This is an optimization exercise on Yosys and OpenROAD, whose aim is small area, a short achievable clock period and few clock cycles, not a production implementation.

## snr_power
module snr_power (
    input  wire        clk,
    input  wire        rst,
    input  wire        in_valid,
    output reg         in_ready,
    input  wire [63:0] in_x,
    input  wire [63:0] in_y,
    input  wire        in_last,
    output reg         out_valid,
    output reg  [63:0] out_sigpwr,
    output reg  [63:0] out_noisepwr
);
Size in the first run: ~28000 cells after synthesis, about 260 I/O pins.
==> flow/config.mk <==
export PLATFORM = sky130hd
export DESIGN_NAME = snr_power
export DESIGN_NICKNAME = snr_power
export VERILOG_FILES = /design/flow/design.v
export SDC_FILE = /design/flow/constraint.sdc
export NUM_CORES = 8
export LEC_CHECK = 0
export ABC_AREA = 1
export CAP_MARGIN = 35
export CORE_MARGIN = 2
export CORE_UTILIZATION = 60
export SLEW_MARGIN = 35
export SYNTH_HIERARCHICAL = 1
export SYNTH_MINIMUM_KEEP_SIZE = 0
==> flow/constraint.sdc <==
create_clock -name core_clock -period 25.0 [get_ports {clk}]
set_input_delay 5.0000 -clock core_clock [delete_from_list [all_inputs] [get_ports {clk}]]
set_output_delay 5.0000 -clock core_clock [all_outputs]
set_load 0.01 [all_outputs]
standard.sh (not shown) runs the stock make flow with config.mk's settings and CLKGATE_MAP_FILE= SYNTH_SCRIPT=/design/flow/synth_recipe.tcl, a recipe that flattens the netlist after the stock synthesis.
==> flow/flow/run.sh <==
#!/bin/bash
# Layout flow: the standard flow (standard.sh, which runs the standard
# synthesis unchanged), with its timing repair asked for a setup margin so
# that it works the paths down towards a period well below the clock's.
# The constraints (clock, I/O delays, loads) are the design's own.
# make's full output goes to flow_make.log; ORFS keeps each step's log under
# orfs/logs.
set -euo pipefail
cd "$(dirname "$0")/.."
MARGIN=${MARGIN:-18.5}
bash standard.sh SETUP_SLACK_MARGIN="$MARGIN" TNS_END_PERCENT=100 finish > flow_make.log 2>&1
Next try:
--- a/flow/design.v
+++ b/flow/design.v
@@ -291,36 +291,33 @@
             sh   <= lsh;
             xc   <= nb[55];
             pb   <= 1'b1;
         end
         nan <= nan1;
         inf <= inf1 || (r1 && x1 == 11'd2046);
     end
 endmodule
 module fp_subexp (
-    input  wire [51:0] frac,
     input  wire [10:0] xe,
     input  wire [5:0]  sh,
     input  wire        xc,
     input  wire        pb,
     input  wire        nan,
     input  wire        inf,
-    output reg  [62:0] result
+    output reg  [10:0] e
 );
     always @* begin
-        if (pb)
-            result = {xc ? xe - {5'd0, sh} : 11'd0, frac};
+        if (nan || inf)
+            e = 11'h7ff;
+        else if (pb)
+            e = xc ? xe - {5'd0, sh} : 11'd0;
         else
-            result = {xe + {10'd0, xc}, frac};
-        if (nan)
-            result = 63'h7ff8000000000000;
-        else if (inf)
-            result = 63'h7ff0000000000000;
+            e = xe + {10'd0, xc};
     end
 endmodule
 module fp_accum (
     input  wire        clk,
     input  wire        clr,        
     input  wire [62:0] b,          
     input  wire [10:0] en,         
     output reg  [62:0] acc,
     output reg  [62:0] sum         
@@ -388,18 +385,20 @@
     always @(posedge clk) begin
         acc <= clr ? 63'd0 : sum;
         {swp, sh} <= clr ? alc : up ? al1 : al0;
     end
 endmodule
 module fp_sq (
     input  wire        clk,
     input  wire        v2,
     input  wire [62:0] a,
+    input  wire        sn,         
+    input  wire        si,         
     output reg  [62:0] result,
     output wire [10:0] e3
 );
     wire [10:0] ea = a[62:52];
     wire [51:0] fa = a[51:0];
     wire [105:0] ns;
     wire [105:0] nc;
     fp_sq_tree u_tree (.f(fa), .ns(ns), .nc(nc));
     wire [6:0]  lo_g;
@@ -415,20 +414,20 @@
     reg         inf1;
     reg         zero1;         
     always @(posedge clk) begin
         s1    <= ns[105:49];
         c1    <= nc[105:49];
         g1    <= lo_g;
         t1    <= lo_t;
         stk1  <= |fa[24:0];
         el1   <= $signed({1'b0, ea, 1'b0}) - 13'sd1023;
-        nan1  <= (ea == 11'h7ff) && (fa != 52'd0);
-        inf1  <= (ea == 11'h7ff) && (fa == 52'd0);
+        nan1  <= sn || ((ea == 11'h7ff) && (fa != 52'd0) && !si);
+        inf1  <= si || ((ea == 11'h7ff) && (fa == 52'd0) && !sn);
         zero1 <= (ea == 11'd0);
     end
     wire        c01  = g1[1] | (t1[1] & g1[0]);
     wire        c23  = g1[3] | (t1[3] & g1[2]);
     wire        t23  = t1[3] & t1[2];
     wire        c45  = g1[5] | (t1[5] & g1[4]);
     wire        t45  = t1[5] & t1[4];
     wire        c03  = c23 | (t23 & c01);
     wire        c46  = g1[6] | (t1[6] & c45);
@@ -4523,38 +4522,41 @@
     wire [18:0] cnt1 = cnt + 19'd1;
     always @(posedge clk) begin
         if (rst)
             cnt <= 19'd0;
         else if (v0)
             cnt <= l0 ? 19'd0 : cnt1;
     end
     wire [62:0] sqx;
     wire [10:0] ex_n;
-    fp_sq u_sqx (.clk(clk), .v2(vp[2]), .a(x0[62:0]), .result(sqx), .e3(ex_n));
+    fp_sq u_sqx (
+        .clk(clk), .v2(vp[2]), .a(x0[62:0]), .sn(1'b0), .si(1'b0), .result(sqx), .e3(ex_n)
+    );
     wire [51:0] d2_f;
     wire [10:0] d2_x;
     wire [5:0]  d2_sh;
     wire        d2_c;
     wire        d2_pb;
     wire        d2_nan;
     wire        d2_inf;
-    wire [62:0] d2;
+    wire [10:0] d2_e;
     fp_subabs u_sub (
         .clk(clk), .a(y0), .b(x0), .frac(d2_f), .xe(d2_x), .sh(d2_sh), .xc(d2_c),
         .pb(d2_pb), .nan(d2_nan), .inf(d2_inf)
     );
     fp_subexp u_subx (
-        .frac(d2_f), .xe(d2_x), .sh(d2_sh), .xc(d2_c), .pb(d2_pb), .nan(d2_nan),
-        .inf(d2_inf), .result(d2)
+        .xe(d2_x), .sh(d2_sh), .xc(d2_c), .pb(d2_pb), .nan(d2_nan), .inf(d2_inf), .e(d2_e)
     );
     wire [62:0] sqd;
     wire [10:0] ed_n;
-    fp_sq u_sqd (.clk(clk), .v2(vp[4]), .a(d2), .result(sqd), .e3(ed_n));
+    fp_sq u_sqd (
+        .clk(clk), .v2(vp[4]), .a({d2_e, d2_f}), .sn(d2_nan), .si(d2_inf), .result(sqd), .e3(ed_n)
+    );
     wire end_x = vp[3] & lp[3];
     wire end_d = vp[5] & lp[5];
     wire [62:0] acc_x;
     wire [62:0] acc_d;
     wire [62:0] sum_x;
     wire [62:0] sum_d;
     fp_accum u_accx (
         .clk(clk), .clr(end_x | rst_q), .b(sqx), .en((ex_n == 11'd0) ? 11'd1 : ex_n),
         .acc(acc_x), .sum(sum_x)
After rerunning:
- The changed run completed with no timing, DRC or antenna violations
- setup slack improves by 0.089 ns
- register-to-register slack improved by 0.09 ns
- count of clock-buffer cells in the layout decreases by 14
- cell count is about the same
- synthesized cell count hardly moves
No run of this note included a check of the RTL's function; only the layout flow was run.

## separate check: timing with driven ports
In the flow no input, the clock included, has a driving cell. The finished layouts below were timed again as built, in two steps.
Step 1, drivers: a clkbuf_16 drives clk and a buf_2 each remaining input, both assumed.
Step 2, shift: input delay + t, output delay - t, t = (earliest + latest rising clock arrival at the registers) / 2. This alone moves slack from input paths to output paths.
Three values: ideal, step 1, step 2; two values: the first two.
run	t (ns)	setup WS [ns]	worst setup path at the end
the first run	1.013	18.449 / 18.406 / 18.449	register to register
the second run	1.042	18.538 / 18.419 / 18.541	register to register
After both steps every run listed still meets setup and hold.
